This design comes from an exercise in tuning for small area, a short achievable clock period and few clock cycles on the open sky130 flow, not from production work.
The RTL was checked by simulation tests, not by an equivalence proof against the original design.

[run.sh]
#!/bin/bash
# synth_recipe.tcl (not shown) runs the flow's synth.tcl, then flattens the netlist and writes it again
# the make line also repeats each setting of config.mk as NAME=value (left out here)
make -C /OpenROAD-flow-scripts/flow DESIGN_CONFIG=/design/flow/config.mk WORK_HOME=/design/flow/orfs CLKGATE_MAP_FILE= SYNTH_SCRIPT=/design/flow/synth_recipe.tcl finish
[config.mk]
export PLATFORM = sky130hd
export DESIGN_NAME = sisb_alu
export DESIGN_NICKNAME = sisb_alu
export VERILOG_FILES = /design/flow/design.v
export SDC_FILE = /design/flow/constraint.sdc
export NUM_CORES = 4
export LEC_CHECK = 0
export ABC_CLOCK_PERIOD_IN_PS = 4000
export CAP_MARGIN = 20
export CORE_MARGIN = 2
export CORE_UTILIZATION = 40
export SETUP_SLACK_MARGIN = 5
export SLEW_MARGIN = 20
[constraint.sdc]
create_clock -name core_clock -period 11.0 [get_ports {clk}]
set_input_delay 2.2000 -clock core_clock [delete_from_list [all_inputs] [get_ports {clk}]]
set_output_delay 2.2000 -clock core_clock [all_outputs]
set_load 0.01 [all_outputs]
[design.v]
module sisb_alu (
    input  wire        clk,
    input  wire        rst,           
    input  wire        in_valid,
    output wire        in_ready,
    input  wire [3:0]  in_op,
    input  wire [15:0] in_a,
    input  wire [15:0] in_b,
    output reg         out_valid,
    output reg  [15:0] out_result,
    output reg         out_ovf,
    output reg         out_fatal,
    output reg  [1:0]  out_cause
);
    function [4:0] bitlen16(input [15:0] x);
        integer i;
        begin
            bitlen16 = 5'd0;
            for (i = 0; i < 16; i = i + 1)
                if (x[i]) bitlen16 = i + 1;
        end
    endfunction
    function [1:0] ndig(input [15:0] x);
        begin
            if (x[15:3] == {13{x[15]}})      ndig = 2'd0;
            else if (x[15:7] == {9{x[15]}})  ndig = 2'd1;
            else if (x[15:11] == {5{x[15]}}) ndig = 2'd2;
            else                             ndig = 2'd3;
        end
    endfunction
    reg        xv;           
    reg        xfirst;       
    reg        m_mul, m_div, m_pow;    
    reg        s_add, s_log, s_shl, s_shr;   
    reg        x_sub;        
    reg  [1:0] x_lsel;       
    reg        x_fatal;
    reg  [1:0] x_cause;
    reg        x_ovfc;       
    reg        d_sa, d_sb, d_rem;      
    reg [15:0] xa, xb, xm;
    reg  [4:0] cnt;          
    reg  [1:0] dc;           
    reg        mfirst;       
    reg        ph;           
    wire [17:0] shl_out = {{2{xb[15]}}, xb} << cnt[3:0];
    wire        a_sub   = m_div ? (d_sa == d_sb) : x_sub;
    wire [17:0] add_y   = a_sub ? ~shl_out : shl_out;
    wire [17:0] add_x   = {{2{xa[15]}}, xa};
    wire [17:0] sum     = add_x + add_y + {17'd0, a_sub};
    wire        add_ovf = sum[16] ^ sum[15];
    wire [17:0] z_t = add_x ^ add_y;
    wire [17:0] z_c = {add_x[16:0] | add_y[16:0], a_sub};
    wire        sum_zero = (z_t == z_c);
    wire [15:0] shr_out = $signed(xb) >>> cnt[3:0];
    reg  [15:0] log_out;
    always @(*) begin
        case (x_lsel)
            2'd0:    log_out = xa & xb;
            2'd1:    log_out = xa | xb;
            default: log_out = xa ^ xb;
        endcase
    end
    wire        d_acc = d_sa ? (sum[17] | sum_zero) : ~sum[17];
    wire [15:0] d_r_n = d_acc ? sum[15:0] : xa;
    wire [15:0] q_in  = xfirst ? 16'd0 : out_result;
    wire [15:0] q_n   = {q_in[14:0], d_acc};
    wire [14:0] q_neg_hi = ~q_in[14:0] + 15'd1;
    wire [15:0] q_neg = d_acc ? {~q_in[14:0], 1'b1} : {q_neg_hi, 1'b0};
    wire        qneg  = d_sa ^ d_sb;
    wire [15:0] d_res = d_rem ? d_r_n : (qneg ? q_neg : q_n);
    wire        d_ovf = ~d_rem & ~qneg & q_n[15];
    wire        d_last = (cnt == 5'd0);
    wire [15:0] msrc  = (m_pow & ~ph) ? xm : xa;
    wire [1:0]  dce   = mfirst ? ndig(msrc) : dc;
    reg  [3:0]  dig;
    always @(*) begin
        case (dce)
            2'd0: dig = msrc[3:0];
            2'd1: dig = msrc[7:4];
            2'd2: dig = msrc[11:8];
            default: dig = msrc[15:12];
        endcase
    end
    wire signed [4:0]  sdig = {mfirst & dig[3], dig};
    wire signed [15:0] p_in = mfirst ? 16'sd0 : $signed(out_result);
    wire signed [21:0] mac  = ($signed(p_in) * 22'sd16) + ($signed(xm) * sdig);
    wire        mac_oor = (mac[21:15] != {7{mac[15]}});
    wire        st_in   = xfirst ? 1'b0 : out_ovf;
    wire        mac_ovf = st_in | mac_oor;
    wire        m_end   = (dce == 2'd0);           
    wire        p_bit   = xb[cnt[3:0]];
    wire        pow_last = m_end & (ph | ~p_bit) & (cnt == 5'd0);
    wire x_done = ~(m_mul | m_div | m_pow) | (m_mul & m_end) | (m_div & d_last)
                | (m_pow & pow_last);
    assign in_ready = ~xv | x_done;
    wire accept = in_valid & in_ready;
    wire i_add = (in_op == 4'h0), i_sub = (in_op == 4'h1), i_mul = (in_op == 4'h2);
    wire i_div = (in_op == 4'h3), i_pow = (in_op == 4'h4), i_rem = (in_op == 4'h5);
    wire i_and = (in_op == 4'h6), i_or  = (in_op == 4'h7), i_xor = (in_op == 4'h8);
    wire i_not = (in_op == 4'h9), i_shl = (in_op == 4'hA), i_shr = (in_op == 4'hB);
    wire i_rsv = (in_op[3:2] == 2'b11);
    wire i_dr  = i_div | i_rem;
    wire i_sh  = i_shl | i_shr;
    wire b_zero    = (in_b == 16'd0);
    wire b_one     = (in_b == 16'd1);
    wire shift_bad = (in_b[15:4] != 12'd0);
    wire fat_div   = i_dr & b_zero;
    wire fat_pow   = i_pow & in_b[15];
    wire fat_sh    = i_sh & shift_bad;
    wire i_fatal   = fat_div | fat_pow | fat_sh | i_rsv;
    wire [1:0] i_cause = i_rsv ? 2'd3 : fat_pow ? 2'd2 : fat_sh ? 2'd1 : 2'd0;
    wire        a_p2 = in_a[15] & ~|(~in_a[15:1] & in_a[14:0]);    
    wire        b_p2 = in_b[15] & ~|(~in_b[15:1] & in_b[14:0]);
    wire [4:0]  bl_a = bitlen16(in_a ^ {16{in_a[15]}}) + {4'd0, a_p2};
    wire [4:0]  bl_b = bitlen16(in_b ^ {16{in_b[15]}}) + {4'd0, b_p2};
    wire [5:0]  d_s  = {1'b0, bl_a} - {1'b0, bl_b};
    wire        d_quick = d_s[5];                    
    wire a_zero  = (in_a == 16'd0);
    wire a_one   = (in_a == 16'd1);
    wire a_mone  = (in_a == 16'hFFFF);
    wire p_small = b_zero | b_one | a_zero | a_one | a_mone;
    wire p_evbig = ~in_a[0] & (in_b[15:4] != 12'd0);    
    wire p_gen   = i_pow & ~in_b[15] & ~p_small & ~p_evbig;
    wire [1:0] na = ndig(in_a);
    wire [1:0] nb = ndig(in_b);
    wire       mswap = (nb < na);
    wire [15:0] pow_small_val = b_zero ? 16'd1 : a_mone ? {{15{in_b[0]}}, 1'b1} : in_a;
    always @(posedge clk) begin
        if (rst) begin
            xv <= 1'b0;
            out_valid <= 1'b0;
        end else begin
            out_valid <= xv & x_done;
            if (accept) xv <= 1'b1;
            else if (x_done) xv <= 1'b0;
        end
    end
    always @(posedge clk) begin
        if (accept) begin
            xfirst  <= 1'b1;
            mfirst  <= 1'b1;
            ph      <= 1'b0;
            dc      <= 2'd0;
            m_mul   <= i_mul;
            m_div   <= i_dr & ~b_zero & ~d_quick;
            m_pow   <= p_gen;
            s_add   <= i_add | i_sub;
            s_shl   <= i_shl & ~shift_bad;
            s_shr   <= i_shr & ~shift_bad;
            s_log   <= i_and | i_or | i_xor | i_not
                     | (i_pow & ~in_b[15] & ~p_gen) | (i_dr & ~b_zero & d_quick);
            x_sub   <= i_sub;
            x_lsel  <= i_and ? 2'd0 : (i_xor | i_not) ? 2'd2 : 2'd1;
            x_fatal <= i_fatal;
            x_cause <= i_cause;
            x_ovfc  <= i_pow & ~in_b[15] & ~p_small & p_evbig;
            d_sa    <= in_a[15];
            d_sb    <= in_b[15];
            d_rem   <= i_rem;
            if (i_mul)
                xa <= mswap ? in_b : in_a;
            else if (i_pow)
                xa <= p_gen ? in_a : (p_evbig & ~p_small) ? 16'd0 : pow_small_val;
            else if (i_dr & d_quick & ~i_rem)
                xa <= 16'd0;
            else
                xa <= in_a;
            if (i_sh)
                xb <= in_a;
            else if (i_not)
                xb <= 16'hFFFF;
            else if ((i_pow & ~p_gen) | (i_dr & d_quick))
                xb <= 16'd0;
            else
                xb <= in_b;
            xm <= (i_mul & ~mswap) ? in_b : in_a;
            if (i_sh)
                cnt <= {1'b0, in_b[3:0]};
            else if (i_dr)
                cnt <= d_s[4:0];
            else if (i_pow)
                cnt <= bl_b - 5'd2;
            else
                cnt <= 5'd0;
        end else begin
            xfirst <= 1'b0;
            if (m_div) begin
                xa  <= d_r_n;
                cnt <= cnt - 5'd1;
            end
            if (m_mul | m_pow) begin
                dc     <= dce - 2'd1;
                mfirst <= m_end;
                if (m_pow & m_end) begin
                    xm <= mac[15:0];
                    if (~ph & p_bit) begin
                        ph <= 1'b1;
                    end else begin
                        ph  <= 1'b0;
                        cnt <= cnt - 5'd1;
                    end
                end
            end
        end
    end
    always @(posedge clk) begin
        if (m_mul | m_pow) begin
            out_result <= mac[15:0];
            out_ovf    <= mac_ovf;
            out_fatal  <= 1'b0;
            out_cause  <= 2'd0;
        end else if (m_div) begin
            out_result <= d_last ? d_res : q_n;
            out_ovf    <= d_ovf;
            out_fatal  <= 1'b0;
            out_cause  <= 2'd0;
        end else begin
            out_result <= x_fatal ? 16'd0 :
                          s_add ? sum[15:0] :
                          s_shl ? shl_out[15:0] :
                          s_shr ? shr_out :
                          s_log ? log_out : 16'd0;
            out_ovf    <= ~x_fatal & (s_add ? add_ovf : x_ovfc);
            out_fatal  <= x_fatal;
            out_cause  <= x_fatal ? x_cause : 2'd0;
        end
    end
endmodule
==> results of run 1 <==
[layout by cell type (no fill, tap or decap), drive strengths merged, types with 33 or more instances in the layout]
master / instances
a21oi: 175
and2: 62
buf: 104
edfxtp: 65
fa: 70
ha: 129
inv: 138
mux2i: 53
nand2: 165
nor2: 201
nor2b: 33
nor3: 41
o21ai: 105
xnor2: 70
[worst max-delay path: cells and delay by family, from the launching register on]
family          cells  cell delay, ns
simple gates       10            2.31
flops               1            0.48
xor+xnor            1            0.17
fa+ha+maj           7            2.49
compound gates      9            1.38
buf+inv             6            0.82
[cells by family (layout without fill, tap and decap cells)]
family,after synthesis,in the layout,synth area share
DFF,97,97,0.179
AOI/OAI and AO/OA,489,491,0.211
xor gates and xnor gates,83,83,0.0506
adders and majority gates,199,199,0.208
and+or+nand+nor,644,646,0.213
muxes,81,81,0.0725
buffers and inverters,252,305,0.0663
[cell type report]
type | count | area (um^2) | share of cell area
clock buffer | 9 | 225 | 0.0128
clock inverter | 7 | 98.8 | 0.00561
inverter | 137 | 538 | 0.0305
multi-input combinational | 1500 | 12200 | 0.691
sequential | 97 | 2600 | 0.147
tap | 461 | 577 | 0.0327
timing repair buffer | 152 | 1420 | 0.0805
[repair_timing]
| item | CTS | global route |
|---|---|---|
| buffers inserted | 57 | 21 |
| pin swaps | 74 | 82 |
| setup endpoints to repair | 65 | 45 |
| resized for setup | 242 | 90 |
| gates cloned | 3 | 1 |
[per-layer routing]
layer  up-vias  part of all wire  track usage
met1      7190              0.41        0.399
met5         -                 0            0
met3       144             0.099       0.0474
met2       865              0.45        0.466
met4         0             0.039        0.107
li1       6630                 -            -
[final timing paths]
check             to  depth (start not counted)   start
min            dc[1]                          2   dc[1]
max          out_ovf                         33  xa[13]
max reg2reg  out_ovf                         33  xa[13]
min reg2reg    dc[1]                          2   dc[1]
[stage by stage]
step | util | hold WS, ns | area [um^2] | instances
6_report | 0.495 | 0.464 | 17600 | 2363
5_1_grt | 0.495 | 0.498 | 17600 | 2363
4_1_cts | 0.480 | 0.466 | 17100 | 2341
3_5_place_dp | 0.437 | 0.446 | 15600 | 2265
3_3_place_gp | 0.437 | 0.436 | 15600 | 2264
2_1_floorplan | - | 0.426 | 14800 | 1845
[flip-flops by register name, indices dropped and copies added (netlist names), 2 cells and up]
name        flops
xm             16
x_lsel          2
xb             16
cnt             5
dc              2
out_result     16
out_cause       2
x_cause         2
xa             16
==> results.cfg, run 1 <==
[setup_path]
crit_arrival_ns = 8.06
critical_path.max_fanout = 6
cp-end-kind = register
slowest_stage = or4_4
crit_path_start_kind = register
crit_required_ns = 11.24
r2r_slack_ns = 3.17
path_class = reg -> reg
max_stage_delay_ns = 0.54
critPathMostFrequentCell = fa_1

[timing]
worst_pin_slew_ns = 1.18
slew_headroom = 0.215
final.min_clock_period_ns = 7.83
fin_skew_ns = 0.0102
fin_crit_sh = 0.711
hold_violations = 0
setup_ws_ns = 3.17
slew_violations = 0
grt_setup_unrepaired = yes
max_clock_freq_mhz = 128
setup_viol = 0
finalSetupTns_ns = 0

[yosys]
ys_types = 83
synth_warnings = 1
synth_edf_count = 65
synthTopCellsByArea = edfxtp_1, ha_1, fa_1
synth-async-reset-ratio = 0
yosysMostFrequentCell = nor2_1
synth_largest_area_cell = edfxtp_1
yosysSeqAreaShare = 0.179
netlist_area_um2 = 14500
synthCells = 1845
synth_flop_cell = edfxtp_1
syn-mean-instance-area_um2 = 7.86
syn-num-nets = 2083
ys_ff_latch = 97
synth_top_area_share = 0.135
synthTopCellsByCount = nor2_1, a21oi_1, nand2_1

[global_routing]
grt_use_total = 0.292
grt_start_max_net_pins = 54
grt_pass1_vias = 13800
antenna_found_initial = 0
grt_pass1_wl_mm = 84.6
grt_overflow = 0

[die]
die_area_um2 = 37800
fp.dieH_um = 194
core_um2 = 35700
io_pins = 61
rows = 69
die_w_um = 194
initial_core_util = 0.407

[routing]
vias = 14800
ant_nets = 0
drt_wl_total_mm = 57.0
drc_errors = 2
viasPerCell = 6.28
wl_per_cell_um = 24.1
dr.pass1.iters = 49
drt-initial-drc-count = 1805

[place]
port_buffers = 60
dp_slack_ns = 1.93
hpwl_mm = 42.9
gp_congestion = 0.983

[clocking]
cts_max_level = 3
cts_tree = built
cts_buffer_depth = 2
cts_hold_buf = 0
numCtsBuffers = 9
path_clk_slew_ns = 0.07
root_buffer = clkbuf_16
clk_latency_ns = 0.37
cts_num_sinks = 97

[finish]
diodes = 0
drive_gt1_frac = 0.188
syn_to_final_growth_pct = 21.6
nets = 2135
fillers = 3397

[hold_path]
min_path_type = reg -> reg

[run]
timing.max_cap.violations = 0

[outcome]
so.violations = design-rule violations
status = failed layout checks
Testbench counts, summed over its fixed seeds: cycles 28,382.
==> inputs of run 2 (changes only) <==
--- a/config.mk
+++ b/config.mk
@@ -5,9 +5,7 @@
 export SDC_FILE = /design/flow/constraint.sdc
 export NUM_CORES = 4
 export LEC_CHECK = 0
-export ABC_CLOCK_PERIOD_IN_PS = 4000
 export CAP_MARGIN = 20
 export CORE_MARGIN = 2
 export CORE_UTILIZATION = 40
-export SETUP_SLACK_MARGIN = 5
 export SLEW_MARGIN = 20
==> results.cfg, run 2 <==
[yosys]
synthTopCellsByArea = edfxtp_1, ha_1, fa_1
synth_flop_cell = edfxtp_1
synth_largest_area_cell = edfxtp_1
synth_warnings = 1
ys_types = 83
yosysMostFrequentCell = nor2_1
syn-num-nets = 2083
netlist_area_um2 = 14500
synthTopCellsByCount = nor2_1, a21oi_1, nand2_1
synthCells = 1845
synth_fa_ha_area_frac = 0.208
synth_edf_count = 65
synth-async-reset-ratio = 0
synth_top_area_share = 0.135
yosys.area_share.simple = 0.213
synth-compound-area-share = 0.211
yosysSeqAreaShare = 0.179
syn-mean-instance-area_um2 = 7.86
synth_top_family_by_area = simple AND/OR/NAND/NOR gates
synth_xor_xnor_area_share = 0.0506
ys_ff_latch = 97
synthMuxAreaShare = 0.0725

[timing]
grt_setup_unrepaired = no
hold_violations = 0
slew_violations = 0
setup_ws_ns = 0.907
setup_viol = 0
worst_pin_slew_ns = 1.13
finalSetupTns_ns = 0
final.min_clock_period_ns = 10.09
fin_skew_ns = 0.0112
fin_crit_sh = 0.918
holdWs_ns = 0.456
max_clock_freq_mhz = 99.1
slew_headroom = 0.247

[outcome]
status = timing/DRC/antenna clean

[hold_path]
min_path_type = reg -> reg

[clocking]
cts_num_sinks = 97
postCtsSetupBuffers = 0
cts_resized = 0
cts_buffer_depth = 2
clk_latency_ns = 0.36
cts_hold_buf = 0
cts_tree = built
path_clk_slew_ns = 0.08
cts_max_level = 3
root_buffer = clkbuf_16
numCtsBuffers = 9

[global_routing]
grt_use_total = 0.281
grt_overflow = 0
grt_pass1_vias = 13300
grt_start_max_net_pins = 64
antenna_found_initial = 0
grt_pass1_wl_mm = 81.8

[setup_path]
cp-end-kind = register
crit_cells = 34
crit_start = m_pow
path_class = reg -> reg
crit_path_start_kind = register
cp.buffers_inverters = 4
crit_arrival_ns = 10.33
r2r_slack_ns = 0.91
crit_family = simple AND/OR/NAND/NOR gates
reg2reg_from = m_pow
slowest_stage = nor2b_2
crit_end = out_ovf
worst_r2r_path_depth = 34
critPathMostFrequentCell = fa_1
max_stage_delay_ns = 0.92
crit_required_ns = 11.23
critical_path.max_fanout = 32
rr_endpoint = out_ovf

[routing]
dr.pass1.iters = 16
wl_per_cell_um = 23.4
vias = 14100
drt-initial-drc-count = 1745
drt_wl_total_mm = 53.5
ant_nets = 0
viasPerCell = 6.16
drc_errors = 0

[place]
dp_slack_ns = 1.11
post-place-cells = 2265
placed_cell_area_um2 = 15400
gp_congestion = 0.998
port_buffers = 60
hpwl_mm = 41.6

[finish]
diodes = 0
syn_to_final_growth_pct = 8.16
final_common_cell = nor2_1
seq_area_um2 = 2590
multi_input_area_um2 = 11000
fin_cells = 2282
fillers = 3626
nets = 2054
fin_util = 0.440
drive_gt1_frac = 0.0516
final_area_um2 = 15700
final_cell_mix = nor2_1, a21oi_1, nand2_1

[die]
die_area_um2 = 37800
io_pins = 61
core_um2 = 35700
initial_core_util = 0.407
rows = 69
die_w_um = 194
fp.dieH_um = 194

[run]
timing.max_cap.violations = 0
-- run 2: cell type report --
cell class,instances,share of cell area
timing repair buffer,75,0.0453
clock buffer,9,0.0144
clock inverter,7,0.00502
multi-input combinational,1496,0.700
inverter,137,0.0328
tap,461,0.0368
sequential,97,0.165
-- run 2: how the worst min path moves through the flow --
stage / startpoint / to / slack, ns / cells after the start
final: dc[1] / dc[1] / 0.46 / 2
after floorplan: xv / out_valid / 0.43 / 2
after CTS: dc[1] / dc[1] / 0.46 / 2
after detailed placement: dc[1] / dc[1] / 0.45 / 2
after global routing: dc[1] / dc[1] / 0.50 / 2
after global placement: dc[1] / dc[1] / 0.44 / 2
-- run 2: cell families after synthesis --
| group | count (synthesis) |
|---|---|
| mux | 81 |
| compound gates | 489 |
| fa+ha+maj | 199 |
| xor+xnor | 83 |
| simple gates | 644 |
| buf+inv | 252 |
| flops | 97 |
-- run 2: worst register-to-register path, delay by kind of cell, from the launching register on --
kind                     cells  cell delay (ns)
AO/OA/AOI/OAI               12             2.96
adder cells (fa/ha/maj)      7             2.67
XOR/XNOR                     1             0.18
AND/OR/NAND/NOR             10             3.31
buffers and inverters        4             0.43
flip-flops                   1             0.39
-- run 2: metal layers --
metal  track usage  wire length, um  up-vias
met5             0                0        -
met4        0.0869             1950        0
met3        0.0423             4310      112
met2         0.447            24000      694
met1         0.392            23200     6789
li1              -                -     6461
==> inputs of run 3 (changes only) <==
--- a/design.v
+++ b/design.v
@@ -38,6 +38,7 @@
     reg  [1:0] x_cause;
     reg        x_ovfc;       
     reg        d_sa, d_sb, d_rem;      
+    reg        x_fill;       
     reg [15:0] xa, xb, xm;
     reg  [4:0] cnt;          
     reg  [1:0] dc;           
@@ -52,7 +53,11 @@
     wire [17:0] z_t = add_x ^ add_y;
     wire [17:0] z_c = {add_x[16:0] | add_y[16:0], a_sub};
     wire        sum_zero = (z_t == z_c);
-    wire [15:0] shr_out = $signed(xb) >>> cnt[3:0];
+    wire [15:0] fill_mask = ~(16'hFFFF << cnt[3:0]);
+    wire [15:0] shr_rev = shl_out[15:0] | (fill_mask & {16{x_fill}});
+    reg  [15:0] shr_out;
+    integer ri;
+    always @(*) for (ri = 0; ri < 16; ri = ri + 1) shr_out[ri] = shr_rev[15 - ri];
     reg  [15:0] log_out;
     always @(*) begin
         case (x_lsel)
@@ -72,23 +77,33 @@
     wire        d_ovf = ~d_rem & ~qneg & q_n[15];
     wire        d_last = (cnt == 5'd0);
     wire [15:0] msrc  = (m_pow & ~ph) ? xm : xa;
-    wire [1:0]  dce   = mfirst ? ndig(msrc) : dc;
-    reg  [3:0]  dig;
+    wire [16:0] msrcx = {msrc, 1'b0};
+    reg  [4:0]  win;
     always @(*) begin
-        case (dce)
-            2'd0: dig = msrc[3:0];
-            2'd1: dig = msrc[7:4];
-            2'd2: dig = msrc[11:8];
-            default: dig = msrc[15:12];
+        case (dc)
+            2'd0: win = msrcx[4:0];
+            2'd1: win = msrcx[8:4];
+            2'd2: win = msrcx[12:8];
+            default: win = msrcx[16:12];
         endcase
     end
-    wire signed [4:0]  sdig = {mfirst & dig[3], dig};
-    wire signed [15:0] p_in = mfirst ? 16'sd0 : $signed(out_result);
-    wire signed [21:0] mac  = ($signed(p_in) * 22'sd16) + ($signed(xm) * sdig);
+    wire        bh_one = win[3] ^ win[2];
+    wire        bh_two = (win[4] & ~win[3] & ~win[2]) | (~win[4] & win[3] & win[2]);
+    wire        bh_neg = win[4];
+    wire        bl_one = win[1] ^ win[0];
+    wire        bl_two = (win[2] & ~win[1] & ~win[0]) | (~win[2] & win[1] & win[0]);
+    wire        bl_neg = win[2];
+    wire [21:0] mx  = {{6{xm[15]}}, xm};
+    wire [21:0] mx2 = {{5{xm[15]}}, xm, 1'b0};
+    wire [21:0] pph = ((bh_one ? mx : 22'd0) | (bh_two ? mx2 : 22'd0)) ^ {22{bh_neg}};
+    wire [21:0] ppl = ((bl_one ? mx : 22'd0) | (bl_two ? mx2 : 22'd0)) ^ {22{bl_neg}};
+    wire [15:0] p_in = mfirst ? 16'd0 : out_result;
+    wire [21:0] pacc = {{2{p_in[15]}}, p_in, 1'b0, bh_neg, 1'b0, bl_neg};
+    wire [21:0] mac  = pacc + {pph[19:0], 2'b00} + ppl;
     wire        mac_oor = (mac[21:15] != {7{mac[15]}});
     wire        st_in   = xfirst ? 1'b0 : out_ovf;
     wire        mac_ovf = st_in | mac_oor;
-    wire        m_end   = (dce == 2'd0);           
+    wire        m_end   = (dc == 2'd0);           
     wire        p_bit   = xb[cnt[3:0]];
     wire        pow_last = m_end & (ph | ~p_bit) & (cnt == 5'd0);
     wire x_done = ~(m_mul | m_div | m_pow) | (m_mul & m_end) | (m_div & d_last)
@@ -122,9 +137,12 @@
     wire p_small = b_zero | b_one | a_zero | a_one | a_mone;
     wire p_evbig = ~in_a[0] & (in_b[15:4] != 12'd0);    
     wire p_gen   = i_pow & ~in_b[15] & ~p_small & ~p_evbig;
+    reg [15:0] a_rev;
+    integer ai;
+    always @(*) for (ai = 0; ai < 16; ai = ai + 1) a_rev[ai] = in_a[15 - ai];
     wire [1:0] na = ndig(in_a);
     wire [1:0] nb = ndig(in_b);
-    wire       mswap = (nb < na);
+    wire       mswap = (nb < na);    
     wire [15:0] pow_small_val = b_zero ? 16'd1 : a_mone ? {{15{in_b[0]}}, 1'b1} : in_a;
     always @(posedge clk) begin
         if (rst) begin
@@ -141,7 +159,7 @@
             xfirst  <= 1'b1;
             mfirst  <= 1'b1;
             ph      <= 1'b0;
-            dc      <= 2'd0;
+            dc      <= i_mul ? (mswap ? nb : na) : na;
             m_mul   <= i_mul;
             m_div   <= i_dr & ~b_zero & ~d_quick;
             m_pow   <= p_gen;
@@ -158,6 +176,7 @@
             d_sa    <= in_a[15];
             d_sb    <= in_b[15];
             d_rem   <= i_rem;
+            x_fill  <= in_a[15];
             if (i_mul)
                 xa <= mswap ? in_b : in_a;
             else if (i_pow)
@@ -166,8 +185,10 @@
                 xa <= 16'd0;
             else
                 xa <= in_a;
-            if (i_sh)
+            if (i_shl)
                 xb <= in_a;
+            else if (i_shr)
+                xb <= a_rev;
             else if (i_not)
                 xb <= 16'hFFFF;
             else if ((i_pow & ~p_gen) | (i_dr & d_quick))
@@ -190,15 +211,17 @@
                 cnt <= cnt - 5'd1;
             end
             if (m_mul | m_pow) begin
-                dc     <= dce - 2'd1;
+                dc     <= dc - 2'd1;
                 mfirst <= m_end;
                 if (m_pow & m_end) begin
                     xm <= mac[15:0];
                     if (~ph & p_bit) begin
                         ph <= 1'b1;
+                        dc <= ndig(xa);
                     end else begin
                         ph  <= 1'b0;
                         cnt <= cnt - 5'd1;
+                        dc  <= ndig(mac[15:0]);
                     end
                 end
             end
--- a/config.mk
+++ b/config.mk
@@ -8,4 +8,5 @@
 export CAP_MARGIN = 20
 export CORE_MARGIN = 2
 export CORE_UTILIZATION = 40
+export SETUP_SLACK_MARGIN = 5
 export SLEW_MARGIN = 20
==> results.cfg, run 3 <==
[yosys]
synth_largest_area_cell = edfxtp_1
syn-mean-instance-area_um2 = 7.58
synthCells = 1881
ys_types = 93
synth-async-reset-ratio = 0
synth_warnings = 1
synthTopCellsByArea = edfxtp_1, ha_1, a21oi_1
ys_ff_latch = 97
synth_top_area_share = 0.141
netlist_area_um2 = 14300
yosysSeqAreaShare = 0.183
yosysMostFrequentCell = nand2_1
synth_flop_cell = edfxtp_1
synthTopCellsByCount = nand2_1, nor2_1, a21oi_1
syn-num-nets = 2051
synth_edf_count = 67

[routing]
dr_wl_met3_mm = 5.49
dr.pass1.iters = 7
drc_errors = 0
vias = 15300
wl_met2_mm = 25.8
drt_wl_total_mm = 57.4
drt-initial-drc-count = 2101
drt-met1-wl_mm = 23.5
wl_per_cell_um = 24.4
viasPerCell = 6.49
ant_nets = 0
top_layer = met4

[global_routing]
antenna_found_initial = 0
grt_pass1_wl_mm = 84.4
grt_pass1_vias = 13700
grt_overflow = 0
grt_start_max_net_pins = 69
grt_use_total = 0.299

[finish]
nets = 2056
syn_to_final_growth_pct = 16.9
drive_gt1_frac = 0.173
final_common_cell = nand2_1
fillers = 3463
diodes = 0
final_cell_mix = nand2_1, nor2_1, o21ai_0

[timing]
setup_viol = 0
final.min_clock_period_ns = 6.06
finalSetupTns_ns = 0
slew_headroom = 0.269
slew_violations = 0
holdWs_ns = 0.457
fin_crit_sh = 0.551
hold_violations = 0
grt_setup_unrepaired = yes
worst_pin_slew_ns = 1.09
max_clock_freq_mhz = 165
fin_skew_ns = 0.0103
setup_ws_ns = 4.94

[clocking]
cts_buffer_depth = 2
root_buffer = clkbuf_16
cts_max_level = 3
clk_latency_ns = 0.37
cts_tree = built
cts_num_sinks = 97
cts_hold_buf = 0
path_clk_slew_ns = 0.08
numCtsBuffers = 9

[hold_path]
worstHoldStart = x_cause[0]
min_to = out_cause[0]
min_path_type = reg -> reg
worstHoldPathCells = 1

[place]
gp_congestion = 1.03
port_buffers = 60
hpwl_mm = 42.4
dp_slack_ns = 3.61

[die]
initial_core_util = 0.404
io_pins = 61
fp.dieH_um = 193
die_w_um = 193
rows = 69
core_um2 = 35300
die_area_um2 = 37200

[setup_path]
crit_required_ns = 11.09
reg2reg_from = dc[0]
path_class = in -> reg
critical_path.max_fanout = 10
cp-end-kind = register
r2r_slack_ns = 5.05
worst_r2r_path_depth = 25
rr_endpoint = dc[0]
crit_arrival_ns = 6.14
crit_path_start_kind = input pin

[outcome]
status = timing/DRC/antenna clean

[run]
timing.max_cap.violations = 0
==> run 3: worst max-delay path, stage by stage <==
cell	delay, ns
dlygate4sd2_1	0.65
or3_1	0.20
o21ai_0	0.08
a221oi_1	0.42
o31ai_1	0.12
a21o_1	0.25
ha_4	0.29
inv_4	0.04
ha_4	0.20
nor2b_4	0.12
o21ai_1	0.12
nand2b_1	0.08
a21o_1	0.16
a21o_1	0.20
or2_4	0.28
nor2_4	0.11
o32ai_2	0.09
buf_4	0.21
buf_6	0.13
nand3_1	0.08
a32oi_1	0.11
==> run 3: how the worst max path moves through the flow <==
stage                         from  endpoint  slack [ns]
final                      in_b[8]    xa[15]        4.94
after detailed placement  in_b[15]     xa[5]        3.61
after floorplan            in_b[1]    xb[11]        4.81
after global routing       in_b[1]     xa[5]        4.81
after CTS                  in_b[1]     xa[5]        4.96
after global placement    in_b[15]     xa[5]        3.68
==> run 3: kinds of logic (layout without fill, tap and decap cells) <==
family,after synthesis,count (layout),synth area share
buffers and inverters,273,282,0.0753
muxes,105,105,0.0902
adders and majority gates,131,131,0.124
and+or+nand+nor,616,617,0.206
DFF,97,97,0.183
xor gates and xnor gates,76,76,0.0467
AOI/OAI and AO/OA,583,583,0.274
==> run 3: cell type report <==
cell class              instances  area, um^2  area share
well taps                     461         577      0.0346
clock buffers                   9         225      0.0135
flip-flops and latches         97        2610       0.157
multi-input cells            1512       11400       0.682
repair buffers                142        1280      0.0767
inverters                     124         487      0.0292
clock inverters                 7         119     0.00713
==> run 3: metrics by stage <==
| step | util | instances | cell area [um^2] |
|---|---|---|---|
| 3_3_place_gp | 0.430 | 2273 | 15200 |
| 6_report | 0.472 | 2352 | 16700 |
| 2_1_floorplan | - | 1881 | 14500 |
| 3_5_place_dp | 0.430 | 2273 | 15200 |
| 5_1_grt | 0.472 | 2352 | 16700 |
| 4_1_cts | 0.451 | 2318 | 15900 |
==> run 3: what timing repair did <==
item | 4_1_cts | 5_1_grt
gates resized for setup | 146 | 113
pin swaps | 25 | 59
hold endpoints to repair | 0 | 0
cloned | 1 | 2
setup buffers | 28 | 32
setup endpoints to repair | 56 | 37
==> run 3: routing by layer <==
layer | global-route usage | vias to the layer above
met5 | 0 | -
met4 | 0.119 | 0
met3 | 0.0407 | 167
met2 | 0.479 | 930
met1 | 0.406 | 7271
li1 | - | 6900
Testbench counts of run 3, summed over its fixed seeds: cycles 28,382.

[port drivers added, routing unchanged]
The flow's constraints put no driver on any port. The routed layouts listed below were extracted and timed again, unchanged, in two steps.
Step 1 sets driving cells, clkbuf_16 on the clock port and buf_2 on the other inputs (assumed; they add their load-dependent delay and slew).
Step 2 adds t to the input delays and takes it off the output delays; t is the mean of the earliest and latest rising clock arrival at the registers after step 1. Input paths then give back, and output paths get back, about the clock's delay inside the block.
Slacks: no drivers / after step 1 / after step 2; pairs: no drivers / after step 1.
run | t, ns | slack for setup (ns) | hold slack, ns | clock arrival spread, ns | worst data-port slew with drivers (ns)
run 1 | 0.420 | 3.174 / 3.174 / 3.174 | 0.464 / 0.464 / 0.464 | 0.011 / 0.010 | 0.07
run 2 | 0.405 | 0.907 / 0.907 / 0.907 | 0.456 / 0.456 / 0.456 | 0.011 / 0.011 | 0.06
run 3 | 0.414 | 4.942 / 4.973 / 4.559 | 0.457 / 0.457 / 0.457 | 0.010 / 0.010 | 0.06
The setup slack of run 3, which loses most, moves by +0.031 ns with the drivers and by -0.383 ns with both steps.
